This design comes from an exercise in tuning for small area, a short achievable clock period and few clock cycles on the open sky130 flow, not from production work. Where RTL was checked, it was by simulation tests only, not by an equivalence proof against the original. No activity file was given, so power comes from the tool's default toggle rates.

Design its_block, start of the top module:
module its_block (
    input  wire         clk,
    input  wire         rst,         
    input  wire         req_valid,
    output wire         req_ready,
    input  wire [31:0]  req_word,    
    output reg          resp_valid,
    output wire [31:0]  resp_word,   
    output wire [191:0] rec,         
    input  wire         tick,
    input  wire [3:0]   ch_pins,
    output wire         mem_rd,
    output wire [9:0]   mem_addr,
    input  wire [7:0]   mem_rdata
);
Settings: LEC_CHECK=0, CAP_MARGIN=20, CORE_MARGIN=2, CORE_UTILIZATION=40, CTS_CLUSTER_DIAMETER=80, CTS_CLUSTER_SIZE=30, SLEW_MARGIN=20; clock period 10.0 ns.
standard.sh (not shown) runs the stock make flow with config.mk's settings and CLKGATE_MAP_FILE= SYNTH_SCRIPT=/design/flow/synth_recipe.tcl, a recipe that flattens the netlist after the stock synthesis.
==> flow/flow/run.sh <==
#!/bin/bash
# Standard ORFS layout (the standard.sh), with timing repair aiming below the clock
# period and small port buffers.
set -euo pipefail
bash standard.sh SETUP_SLACK_MARGIN=6.0 'BUFFER_PORTS_ARGS=-buffer_cell sky130_fd_sc_hd__buf_2' finish > standard_finish.log 2>&1
The starting point finished clean.
==> next run, changes <==
==> flow/flow/run.sh (replaced) <==
#!/bin/bash
# Standard ORFS layout (the standard.sh), with timing repair aiming below the clock
# period and small port buffers.
set -euo pipefail
bash standard.sh SETUP_SLACK_MARGIN=6.5 'BUFFER_PORTS_ARGS=-buffer_cell sky130_fd_sc_hd__buf_2' finish > standard_finish.log 2>&1
Routed wire length increases by 1.1%.
Worst hold slack is better by 0.026 ns.
Synthesized area stays the same.
Function was not checked in any run of this note: the RTL went through the layout flow alone.

build 8:
its_block, a different RTL version from the one above (not shown whole).
Size: roughly 290 I/O pins, ~19000 sq um of cells after synthesis.
export LEC_CHECK = 0
export CAP_MARGIN = 20
export CORE_MARGIN = 2
export CORE_UTILIZATION = 48
export CTS_BUF_LIST = sky130_fd_sc_hd__clkbuf_8
export CTS_CLUSTER_DIAMETER = 50
export CTS_CLUSTER_SIZE = 16
export SLEW_MARGIN = 20
create_clock -name core_clock -period 10.0 [get_ports {clk}]
==> flow/flow/run.sh <==
#!/bin/bash
# Standard ORFS layout (the standard.sh), with timing repair aiming below the clock
# period and small port buffers.
set -euo pipefail
bash standard.sh SETUP_SLACK_MARGIN=6.65 'BUFFER_PORTS_ARGS=-buffer_cell sky130_fd_sc_hd__buf_1' finish > standard_finish.log 2>&1
Per the final summary, build 8 finished and its layout is clean on timing, DRC and antenna.
Testbench counts of build 8, summed over its fixed seeds: cycles 88,706.
The following lists how build 69 was set up differently from build 8:
# build 8
export LEC_CHECK = 0
export CAP_MARGIN = 20
export CORE_MARGIN = 2
export CORE_UTILIZATION = 48
export CTS_BUF_LIST = sky130_fd_sc_hd__clkbuf_8
export CTS_CLUSTER_DIAMETER = 50
export CTS_CLUSTER_SIZE = 16
export SLEW_MARGIN = 20
create_clock -name core_clock -period 10.0 [get_ports {clk}]
# build 69
export LEC_CHECK = 0
export CAP_MARGIN = 20
export CORE_MARGIN = 2
export CORE_UTILIZATION = 45
export CTS_BUF_LIST = sky130_fd_sc_hd__clkbuf_8
export CTS_CLUSTER_DIAMETER = 50
export CTS_CLUSTER_SIZE = 16
export SLEW_MARGIN = 20
create_clock -name core_clock -period 10.0 [get_ports {clk}]
==> comparison <==
In summary, build 69 completed successfully, with a layout that passed the timing, design-rule and antenna checks. Changes observed in build 69 relative to build 8: core utilization went down, critical path depth lower, wire length ~0 delta, clock transition at the registers of the reported paths essentially unchanged. Between build 69 and build 8, the cell count does not differ in any meaningful way. Changes observed in build 69 relative to build 8: depth of the most critical reg-to-reg path saw a decrease, fraction of the mapped netlist area in adder cells now sits at about the same level.
diff inputs: build 69 => build 23
# build 69
export LEC_CHECK = 0
export CAP_MARGIN = 20
export CORE_MARGIN = 2
export CORE_UTILIZATION = 45
export CTS_BUF_LIST = sky130_fd_sc_hd__clkbuf_8
export CTS_CLUSTER_DIAMETER = 50
export CTS_CLUSTER_SIZE = 16
export SLEW_MARGIN = 20
create_clock -name core_clock -period 10.0 [get_ports {clk}]
# build 23
export LEC_CHECK = 0
export CAP_MARGIN = 20
export CORE_MARGIN = 2
export CORE_UTILIZATION = 45
export CTS_BUF_LIST = sky130_fd_sc_hd__clkbuf_8
export CTS_CLUSTER_DIAMETER = 40
export CTS_CLUSTER_SIZE = 12
export SLEW_MARGIN = 20
create_clock -name core_clock -period 10.0 [get_ports {clk}]
### Flow results
Build 23 closes out successfully: all stages finished, all timing, DRC and antenna checks passed. The lower number of global-route vias before repair came out of build 69. Relative area of clock buffers and inverters in the final design: build 23 higher than build 69. From build 23 to build 69, final setup TNS did not move at all. Re global-route wire length before repair: build 69 and build 23 aren't equal, and the higher value belongs to build 23. Comparing build 69 and build 23, the higher non-clock buffer count was measured on build 23. Between build 69 and build 23, area added between synthesis and finish increased. Logic depth of the worst setup path including buffers delta for build 23 relative to build 69: 6 higher. Delta(highest clock rate, build 23 - build 69) < 0.
Inputs modified between build 23 and build 92:
# build 23
export LEC_CHECK = 0
export CAP_MARGIN = 20
export CORE_MARGIN = 2
export CORE_UTILIZATION = 45
export CTS_BUF_LIST = sky130_fd_sc_hd__clkbuf_8
export CTS_CLUSTER_DIAMETER = 40
export CTS_CLUSTER_SIZE = 12
export SLEW_MARGIN = 20
create_clock -name core_clock -period 10.0 [get_ports {clk}]
# build 92
export LEC_CHECK = 0
export CAP_MARGIN = 20
export CORE_MARGIN = 2
export CORE_UTILIZATION = 40
export CTS_CLUSTER_DIAMETER = 80
export CTS_CLUSTER_SIZE = 30
export SLEW_MARGIN = 20
create_clock -name core_clock -period 10.0 [get_ports {clk}]
==> flow/flow/run.sh <==
#!/bin/bash
# Standard ORFS layout (the standard.sh), with timing repair aiming below the clock
# period and small port buffers.
set -euo pipefail
bash standard.sh SETUP_SLACK_MARGIN=6.5 'BUFFER_PORTS_ARGS=-buffer_cell sky130_fd_sc_hd__buf_1' finish > standard_finish.log 2>&1
- The launch point of the worst path comes out go in one run and sr[6] in the other, namely in build 23 and build 92 respectively.
- Build 92 vs build 23 — post-route standard cell area excluding fillers dropped about 2.3%.
- Total power of build 92 is lower than that of build 23.
- Looking at sequential group share of total power, build 92 sits 4.7 points above build 23.
- Build 92 against build 23: worst hold margin went up; post-route clock period utilization went up; fraction of power consumed by the clock network went down.
- Placeable core region in build 92 vs build 23: up about 13%
### build 92 -> build 49
==> flow/flow/run.sh <==
#!/bin/bash
# Standard ORFS layout (the standard.sh), with timing repair aiming below the clock
# period and small port buffers.
set -euo pipefail
bash standard.sh SETUP_SLACK_MARGIN=6.5 'BUFFER_PORTS_ARGS=-buffer_cell sky130_fd_sc_hd__buf_2' finish > standard_finish.log 2>&1
--- outcome ---
- Fraction of area in non-clock buffers ends up higher on build 49.
- Taking build 92 as the reference, in build 49 clock-buffer cell count increased 2, growth of design area from synthesis to finish +1.6 points, post-detailed-routing wire length level.
- Taking build 92 as the reference point, the final critical-path share of the clock period of build 49 falls by 0.16 points.
- Inverter count: build 49 vs build 92 identical
- Relative to build 92, build 49 degrades design area.
- Delta (build 49 minus build 92): clock insertion delay at the later pin of the skew report saw a decrease; internal portion of total power saw an increase; total power saw a decrease; combinational share of power saw an increase.
Modified inputs, build 90 compared to build 49
# build 49
export LEC_CHECK = 0
export CAP_MARGIN = 20
export CORE_MARGIN = 2
export CORE_UTILIZATION = 40
export CTS_CLUSTER_DIAMETER = 80
export CTS_CLUSTER_SIZE = 30
export SLEW_MARGIN = 20
create_clock -name core_clock -period 10.0 [get_ports {clk}]
# build 90
export LEC_CHECK = 0
export CAP_MARGIN = 20
export CORE_MARGIN = 2
export CORE_UTILIZATION = 45
export CTS_BUF_LIST = sky130_fd_sc_hd__clkbuf_8
export CTS_CLUSTER_DIAMETER = 50
export CTS_CLUSTER_SIZE = 16
export SLEW_MARGIN = 20
create_clock -name core_clock -period 10.0 [get_ports {clk}]
==> flow/flow/run.sh <==
#!/bin/bash
# Standard ORFS layout (the standard.sh), with timing repair aiming below the clock
# period and small port buffers.
set -euo pipefail
bash standard.sh SETUP_SLACK_MARGIN=6.8 'BUFFER_PORTS_ARGS=-buffer_cell sky130_fd_sc_hd__buf_1' finish > standard_finish.log 2>&1
==> run notes <==
- Post-route worst setup slack in build 90 vs build 49: up 170 ps
- Build 90 vs build 49, total non-filler cell area in the finished layout went up by about 4%.
- Reported for build 90 and build 49, number of cells on the critical path turned out identical to the last digit.
- Build 90 — fraction of layout instances using a drive strength above 1 6.8 points higher, build 49 as reference
- Build 90 went all the way through synthesis, placement and routing and the layout is clean on timing, DRC and antenna.

what the ideal ports hide:
Ports are ideal in the flow. The routed layouts listed here were re-timed in OpenROAD.
Step 1 assumes that a clkbuf_16 drives the clock port and a buf_2 every other input.
Step 2, shift: input delay + t, output delay - t, t = (earliest + latest rising clock arrival at the registers) / 2. This alone moves slack from input paths to output paths.
Three values: ideal, step 1, step 2; two values: the first two.
run | t, ns | slack for setup (ns) | hold slack, ns | clock arrival spread, ns | slew at the worst register clock pin (ns)
the first run of note 1 | 0.659 | 6.132 / 6.132 / 5.856 | 0.310 / 0.310 / 0.310 | 0.059 / 0.059 | 0.11 / 0.11
the second run of note 1 | 0.678 | 6.479 / 6.479 / 6.039 | 0.335 / 0.335 / 0.335 | 0.040 / 0.040 | 0.11 / 0.11
build 8 | 0.702 | 6.643 / 6.642 / 6.467 | 0.326 / 0.326 / 0.326 | 0.062 / 0.062 | 0.10 / 0.10
build 69 | 0.693 | 6.679 / 6.628 / 6.352 | 0.329 / 0.329 / 0.329 | 0.044 / 0.044 | 0.10 / 0.10
build 23 | 0.695 | 6.657 / 6.622 / 6.350 | 0.328 / 0.328 / 0.328 | 0.038 / 0.038 | 0.09 / 0.09
build 92 | 0.670 | 6.528 / 6.471 / 6.282 | 0.334 / 0.334 / 0.334 | 0.048 / 0.048 | 0.11 / 0.11
build 49 | 0.651 | 6.544 / 6.484 / 6.250 | 0.338 / 0.338 / 0.338 | 0.031 / 0.031 | 0.12 / 0.12
build 90 | 0.713 | 6.711 / 6.659 / 6.374 | 0.328 / 0.328 / 0.328 | 0.046 / 0.046 | 0.10 / 0.10
After both steps setup and hold are still met in every run listed. For the second run of note 1, which loses most, drivers alone change the setup slack by 0.000 ns; drivers and shift together by -0.440 ns.
